Background: an optimization exercise with open tools, aiming at a short achievable clock period and few clock cycles per item. Do not read the settings as production practice. Where RTL was checked, it was by simulation tests only, not by an equivalence proof against the original. No driver is modelled on the clock port, so clock power and skew are understated where the tree is cut down; a real chip needs a root buffer or a tree. No activity file was given, so power comes from the tool's default toggle rates.

==> garnet: inputs <==
// gfe
module gfe (
    input  wire        clk,
    input  wire        rst,           
    input  wire        cfg_mode,      
    input  wire [3:0]  cfg_base_col,  
    input  wire        in_valid,
    output wire        in_ready,
    input  wire [7:0]  in_data,
    output wire        out_valid,
    input  wire        out_ready,
    output wire [7:0]  out_data,
    input  wire        stat_rd,
    input  wire [7:0]  stat_addr,
    output reg         stat_rvalid,
    output reg  [31:0] stat_rdata
);
Settings: LEC_CHECK=0, CAP_MARGIN=20, CORE_MARGIN=2, CORE_UTILIZATION=55, PLACE_DENSITY=0.75, SETUP_SLACK_MARGIN=3.5, SLEW_MARGIN=20, SYNTH_HIERARCHICAL=1; clock period 5.5 ns.
standard.sh (not shown) runs the stock make flow with config.mk's settings and CLKGATE_MAP_FILE= SYNTH_SCRIPT=/design/flow/synth_recipe.tcl, a recipe that flattens the netlist after the stock synthesis.
==> flow/flow/run.sh <==
#!/bin/bash
# The standard layout (the standard.sh: ORFS from synthesis to the final
# layout), except that the clock tree is built by flow/cts_tree.tcl: four
# root buffers fed by the clock port, each driving leaf buffers that each
# drive a group of nearby flip-flops (two buffer levels on every clock path).
# The make output goes to flow_make.log here; ORFS keeps each step's log
# under orfs/logs/.
set -euo pipefail
export PRE_CTS_TCL="$PWD/flow/cts_tree.tcl"
export TREE_PER_LEAF=32
bash standard.sh > flow_make.log 2>&1
==> flow/flow/cts_tree.tcl <==
# Two-level clock tree. The clock sinks are split by placement into four
# quadrants of equal count; each quadrant gets a root buffer fed straight
# from the clock port, driving one leaf buffer per group of at most
# TREE_PER_LEAF sinks (a grid of equal-count groups within the quadrant).
# Replaces clock_tree_synthesis in ORFS's cts.tcl (sourced as PRE_CTS_TCL).

rename clock_tree_synthesis orfs_clock_tree_synthesis

# split a list of {iterm x y} into n groups of near-equal count along index idx
proc tree_split {items idx n} {
  set sorted [lsort -integer -index $idx $items]
  set len [llength $sorted]
  set out {}
  for {set g 0} {$g < $n} {incr g} {
    set a [expr {($g * $len) / $n}]
    set b [expr {(($g + 1) * $len) / $n - 1}]
    set part [lrange $sorted $a $b]
    if { [llength $part] > 0 } { lappend out $part }
  }
  return $out
}

proc tree_centroid {items} {
  set cx 0
  set cy 0
  foreach s $items {
    set cx [expr {$cx + [lindex $s 1]}]
    set cy [expr {$cy + [lindex $s 2]}]
  }
  set n [llength $items]
  return [list [expr {$cx / $n}] [expr {$cy / $n}]]
}

proc tree_buffer {block master name in_net out_net x y} {
  set buf [odb::dbInst_create $block $master $name]
  [$buf findITerm A] connect $in_net
  [$buf findITerm X] connect $out_net
  $buf setLocation $x $y
  $buf setPlacementStatus PLACED
  return $buf
}

proc clock_tree_synthesis {args} {
  set per_leaf 40
  if { [info exists ::env(TREE_PER_LEAF)] } { set per_leaf $::env(TREE_PER_LEAF) }
  set db [ord::get_db]
  set block [ord::get_db_block]
  set clk_net [$block findNet clk]
  set master [$db findMaster sky130_fd_sc_hd__clkbuf_16]
  $clk_net setSigType CLOCK

  set sinks {}
  foreach it [$clk_net getITerms] {
    set xy [$it getAvgXY]
    lappend sinks [list $it [lindex $xy 1] [lindex $xy 2]]
  }
  puts "clock tree: [llength $sinks] sinks"

  set q 0
  set l 0
  foreach half [tree_split $sinks 1 2] {
    foreach quad [tree_split $half 2 2] {
      set root_net [odb::dbNet_create $block clktree_root_net_$q]
      $root_net setSigType CLOCK
      # leaf groups: columns by x, then rows by y
      set k [expr {int(ceil(double([llength $quad]) / $per_leaf))}]
      set cols [expr {int(ceil(sqrt($k)))}]
      set leaves {}
      foreach col [tree_split $quad 1 $cols] {
        set rows [expr {int(ceil(double([llength $col]) / $per_leaf))}]
        foreach grp [tree_split $col 2 $rows] {
          set net [odb::dbNet_create $block clktree_leaf_net_$l]
          $net setSigType CLOCK
          foreach s $grp {
            set it [lindex $s 0]
            $it disconnect
            $it connect $net
          }
          set c [tree_centroid $grp]
          tree_buffer $block $master clktree_leaf_$l $root_net $net [lindex $c 0] [lindex $c 1]
          lappend leaves [list {} [lindex $c 0] [lindex $c 1]]
          incr l
        }
      }
      set c [tree_centroid $leaves]
      tree_buffer $block $master clktree_root_$q $clk_net $root_net [lindex $c 0] [lindex $c 1]
      incr q
    }
  }
  puts "clock tree: $q root buffers, $l leaf buffers"

  global_connect
  set_propagated_clock [all_clocks]
}
==> ember: changes against garnet <==
--- a/flow/design.v
+++ b/flow/design.v
@@ -66,11 +66,10 @@
     reg         f_q;            
     reg  [7:0]  b_q;            
     reg         b18, b19, b1a, b1b, b1c, b28, b29;    
     reg         b00, b01, b02;  
     reg         bkle, bfill;    
-    reg  [5:0]  bsub;           
     reg         p_tag, p_len, p_data;    
     reg         l_q;            
     reg  [7:0]  k_cnt;          
     reg         kc1;            
     reg         keep_r;         
@@ -82,11 +81,10 @@
     wire [7:0] cnt_now  = p_len ? b_q : k_cnt;       
     wire       last_now = p_len ? b01 : kc1;
     wire [7:0] len_now  = p_len ? b_q : len_r;
     wire       keep_now = p_len ? (s_accum && !b00 && bkle) : keep_r;
     wire       fill_now = p_len ? bfill : fill_r;    
-    reg  [5:0]  offset_after, need_after;
     reg  [7:0]  oa;             
     reg         ov;             
     reg  [7:0]  sb [0:16];      
     reg  [16:0] sv;             
     reg         load_q;         
@@ -155,11 +153,11 @@
             if (fill_now) begin
                 nt[0] = 8'd0;
                 for (n = 0; n < 8; n = n + 1) nt[n + 1] = tnext[8*n +: 8];
                 nm = 17'h001ff;
             end else begin
-                nt[0] = {2'b00, p_len ? bsub : need_after};
+                nt[0] = {2'b00, need - len_now[5:0]};
                 nm    = 17'h00001;
             end
         end
         if (s_render) begin
             if (step_last) begin
@@ -205,11 +203,10 @@
         end
     endgenerate
     wire in_fire, ov_d, rdy_d, load_d;
     wire i18, i19, i1a, i1b, i1c, i28, i29, i00, i01, i02;
     wire kle, keq;
-    wire [5:0] ksub;
     gfe_hs u_hs (
         .in_valid (in_valid),
         .in_data  (in_data),
         .out_ready(out_ready),
         .rdy      (rdy),
@@ -243,12 +240,11 @@
     );
     gfe_cmp u_cmp (
         .in_data  (in_data),
         .need     (need),
         .kle      (kle),
-        .keq      (keq),
-        .ksub     (ksub)
+        .keq      (keq)
     );
     reg        rd_q;
     reg  [7:0] addr_q;
     reg        rd_qq;
     reg  [1:0] sel_qq;      
@@ -284,48 +280,45 @@
             base_col <= cfg_base_col;
         end
         len_r  <= len_now;
         keep_r <= keep_now;
         fill_r <= fill_now;
-        offset_after <= offset + len_now[5:0];
-        need_after   <= need - len_now[5:0];
+        if (in_fire) begin
+            b_q <= in_data;
+            {b18, b19, b1a, b1b, b1c, b28, b29, b00, b01, b02, bkle, bfill} <=
+                {i18, i19, i1a, i1b, i1c, i28, i29, i00, i01, i02, kle, keq};
+        end
         if (rst) begin
             oa     <= T_NET_ACCEPT;
             ov     <= 1'b1;
             sv     <= 17'd0;
             load_q <= 1'b0;
             rdy    <= 1'b0;
             f_q    <= 1'b0;
             p_tag  <= 1'b0;
             p_len  <= 1'b0;
             p_data <= 1'b0;
-            b_q    <= 8'd0;
-            {b18, b19, b1a, b1b, b1c, b28, b29, b00, b01, b02, bkle, bfill} <= 12'd0;
             l_q    <= 1'b0;
             kc1    <= 1'b0;
         end else begin
             f_q    <= in_fire;
             load_q <= load_d;
             if (in_fire) begin
                 p_tag  <= nx_tag;
                 p_len  <= nx_len;
                 p_data <= nx_data;
-                b_q    <= in_data;
-                {b18, b19, b1a, b1b, b1c, b28, b29, b00, b01, b02, bkle, bfill} <=
-                    {i18, i19, i1a, i1b, i1c, i28, i29, i00, i01, i02, kle, keq};
                 l_q    <= last_now;
                 k_cnt  <= cnt_now - 8'd1;
                 kc1    <= p_len ? b02 : (k_cnt == 8'd2);
             end
-            if (in_fire) bsub <= ksub;
             if (ov) begin
                 if (out_ready) oa <= sx[0];
             end else begin
                 oa <= (s_render && in_data[0]) ? T_DISP_CLEAR : ok_tag;
             end
             ov <= ov_d;
-            if (ov && out_ready) begin
+            if (out_ready) begin
                 for (i = 0; i < 16; i = i + 1) begin
                     sb[i] <= sx[i + 1];
                     sv[i] <= svx[i + 1];
                 end
                 sv[16] <= 1'b0;
@@ -441,12 +434,12 @@
             if (ev_dlast) begin
                 if (fill_r) begin
                     offset <= 6'd40;
                     need   <= 6'd0;
                 end else begin
-                    offset <= offset_after;
-                    need   <= need_after;
+                    offset <= offset + len_r[5:0];
+                    need   <= need - len_r[5:0];
                 end
             end
         end
     end
 endmodule
@@ -468,23 +461,27 @@
     output wire        fire,        
     output wire        ov_d,        
     output wire        rdy_d,       
     output wire        load_d       
 );
-    wire i18   = (in_data == 8'h18);
-    wire i19   = (in_data == 8'h19);
-    wire i1b   = (in_data == 8'h1B);
-    wire i2829 = (in_data[7:1] == 7'h14);
-    wire i28   = i2829 && !in_data[0];
-    wire i00   = (in_data == 8'h00);
+    wire h0 = (in_data[7:4] == 4'h0);
+    wire h1 = (in_data[7:4] == 4'h1);
+    wire h2 = (in_data[7:4] == 4'h2);
+    wire l0 = (in_data[3:0] == 4'h0);
+    wire l8 = (in_data[3:0] == 4'h8);
+    wire l9 = (in_data[3:0] == 4'h9);
+    wire lb = (in_data[3:0] == 4'hB);
+    wire l89 = (in_data[3:1] == 3'b100);
     assign fire = in_valid && rdy;
-    wire m_ok  = (i18 && t_listen) || (i28 && (t_render || t_diag_go)) || (i1b && t_ack) || d_go;
-    wire m_go  = m_ok || (i2829 && t_render);
-    wire m_end = (nx_tag && !i19) || (nx_len && i00) || d_end;
+    wire m_ok  = (l8 && ((h1 && t_listen) || (h2 && (t_render || t_diag_go)))) ||
+                 (lb && h1 && t_ack) || d_go;
+    wire m_go  = (l8 && ((h1 && t_listen) || (h2 && t_diag_go))) || (l89 && h2 && t_render) ||
+                 (lb && h1 && t_ack) || d_go;
+    wire m_end = (nx_tag && !(h1 && l9)) || (nx_len && h0 && l0) || d_end;
     wire done  = out_ready && !more;    
     assign load_d = fire && m_ok;
-    assign ov_d   = ov ? !done : (fire && m_go);
+    assign ov_d   = (ov && !done) || (fire && m_go);    
     assign rdy_d  = !(fire && m_end) && (!ov || done);
 endmodule
 module gfe_dec (
     input  wire [7:0]  in_data,
     output wire        i18, i19, i1a, i1b, i1c, i28, i29, i00, i01, i02
@@ -502,12 +499,10 @@
 endmodule
 module gfe_cmp (
     input  wire [7:0]  in_data,
     input  wire [5:0]  need,
     output wire        kle,         
-    output wire        keq,         
-    output wire [5:0]  ksub         
+    output wire        keq          
 );
     assign kle  = (in_data <= {2'b00, need});
     assign keq  = (in_data == {2'b00, need});
-    assign ksub = need - in_data[5:0];
 endmodule
==> flow/flow/run.sh (replaced) <==
#!/bin/bash
# The standard layout (the standard.sh: ORFS from synthesis to the final
# layout), except that the clock tree is built by flow/cts_tree.tcl: four
# clkinv_16 fed by the clock port, each driving clkinv_8 that each drive a
# group of nearby flip-flops (two inverting stages on every clock path, so
# the flip-flops see the clock's own polarity).
# The make output goes to flow_make.log here; ORFS keeps each step's log
# under orfs/logs/.
set -euo pipefail
export PRE_CTS_TCL="$PWD/flow/cts_tree.tcl"
export TREE_PER_LEAF=24
export TREE_ROOT_CELL=sky130_fd_sc_hd__clkinv_16
export TREE_LEAF_CELL=sky130_fd_sc_hd__clkinv_8
bash standard.sh > flow_make.log 2>&1
--- a/flow/flow/cts_tree.tcl
+++ b/flow/flow/cts_tree.tcl
@@ -32,11 +32,13 @@
 }
 
 proc tree_buffer {block master name in_net out_net x y} {
   set buf [odb::dbInst_create $block $master $name]
   [$buf findITerm A] connect $in_net
-  [$buf findITerm X] connect $out_net
+  set out [$buf findITerm X]
+  if { $out == "NULL" || $out == "" } { set out [$buf findITerm Y] }
+  $out connect $out_net
   $buf setLocation $x $y
   $buf setPlacementStatus PLACED
   return $buf
 }
 
@@ -44,11 +46,16 @@
   set per_leaf 40
   if { [info exists ::env(TREE_PER_LEAF)] } { set per_leaf $::env(TREE_PER_LEAF) }
   set db [ord::get_db]
   set block [ord::get_db_block]
   set clk_net [$block findNet clk]
-  set master [$db findMaster sky130_fd_sc_hd__clkbuf_16]
+  set leaf_cell sky130_fd_sc_hd__clkbuf_16
+  if { [info exists ::env(TREE_LEAF_CELL)] } { set leaf_cell $::env(TREE_LEAF_CELL) }
+  set root_cell sky130_fd_sc_hd__clkbuf_16
+  if { [info exists ::env(TREE_ROOT_CELL)] } { set root_cell $::env(TREE_ROOT_CELL) }
+  set master [$db findMaster $root_cell]
+  set leaf_master [$db findMaster $leaf_cell]
   $clk_net setSigType CLOCK
 
   set sinks {}
   foreach it [$clk_net getITerms] {
     set xy [$it getAvgXY]
@@ -75,11 +82,11 @@
             set it [lindex $s 0]
             $it disconnect
             $it connect $net
           }
           set c [tree_centroid $grp]
-          tree_buffer $block $master clktree_leaf_$l $root_net $net [lindex $c 0] [lindex $c 1]
+          tree_buffer $block $leaf_master clktree_leaf_$l $root_net $net [lindex $c 0] [lindex $c 1]
           lappend leaves [list {} [lindex $c 0] [lindex $c 1]]
           incr l
         }
       }
       set c [tree_centroid $leaves]
Settings changed: CORE_UTILIZATION 55 to 40, PLACE_DENSITY 0.75 to 0.6, SETUP_SLACK_MARGIN 3.5 to 4.0.
==> delta: changes against garnet <==
Settings changed: CORE_UTILIZATION 55 to 40, PLACE_DENSITY 0.75 to 0.6.
==> out/results.txt <==
status: no timing/DRC/antenna violations
r2r setup slk: 3.42 ns
largest fanout on the critical path: 7
CP Depth: 7
post-synthesis simple-gate area fraction: 10.31%
post-CTS setup buffers: 154
Reg power frac: 67.5%
P_comb: 0.931 mW
Layout area overhead: 28.85%
fin crit period: 2.115 ns
DRT Wirelength: 91,030 um
Hold Startpoint: b_q[7]$_DFFE_PP_
crit-path leading delay family: simple AND/OR/NAND/NOR gates
-- figures above: ember

==> out/results.txt <==
post-CTS setup buffers: 26
Die ar.: 83,980 um^2
largest fanout on the critical path: 8
r2r setup slk: 3.57 ns
fin crit period: 2.058 ns
CP Depth: 6
post-synthesis simple-gate area fraction: 10.76%
post-route cell area: 36,460 um^2
Routed Antenna Nets: 0
Final Hold Vio Count: 0
Hold Startpoint: addr_q[1]$_DFF_P_
Layout area overhead: 11.59%
CORE AREA: 80,680 um^2
DRT Wirelength: 79,240 um
Reg power frac: 65.9%
crit-path leading delay family: compound AO/OA/AOI/OAI gates
P_comb: 0.490 mW
status: no timing/DRC/antenna violations
-- figures above: delta

==> out/results.txt <==
fin crit period: 2.031 ns
post-synthesis simple-gate area fraction: 10.76%
Hold Startpoint: addr_q[0]$_DFF_P_
CP Depth: 7
Reg power frac: 66.4%
largest fanout on the critical path: 3
crit-path leading delay family: compound AO/OA/AOI/OAI gates
P_comb: 0.469 mW
Layout area overhead: 9.954%
status: no timing/DRC/antenna violations
r2r setup slk: 3.53 ns
-- figures above: garnet

Testbench counts of garnet, summed over its fixed seeds: cycles 88,757, frames 384.
Testbench counts of delta, summed over its fixed seeds: cycles 88,757, frames 384.
No functional check of the RTL was part of ember. No run of this note takes its clock network from TritonCTS; it comes from the design's own scripts or RTL.

==> static timing again, ports no longer ideal <==
No port has a modelled driver above. Below, the same layouts with a new extraction and two added sets of constraints.
Step 1 sets driving cells, clkbuf_16 on the clock port and buf_2 on the other inputs (assumed; they add their load-dependent delay and slew).
Step 2 moves the port delays by t, midway between the first and last clock arrival at a register: inputs arrive t later, outputs are due t later. That takes back most of the time a late clock gives input paths.
a / b / c = ideal ports / drivers / drivers and shift; a / b = the first two.
run | t (ns) | setup slack, ns | worst hold slack (ns) | worst setup path after step 2
garnet | 0.515 | 3.469 / 3.357 / 3.014 | 0.427 / 0.427 / 0.427 | input to register
ember | 0.534 | 3.385 / 3.174 / 2.640 | 0.412 / 0.413 / 0.413 | input to register
delta | 0.534 | 3.442 / 3.363 / 2.997 | 0.424 / 0.424 / 0.424 | input to register
After both steps every run listed still meets setup and hold. The setup slack of ember, which loses most, moves by -0.211 ns with the drivers and by -0.745 ns with both steps.
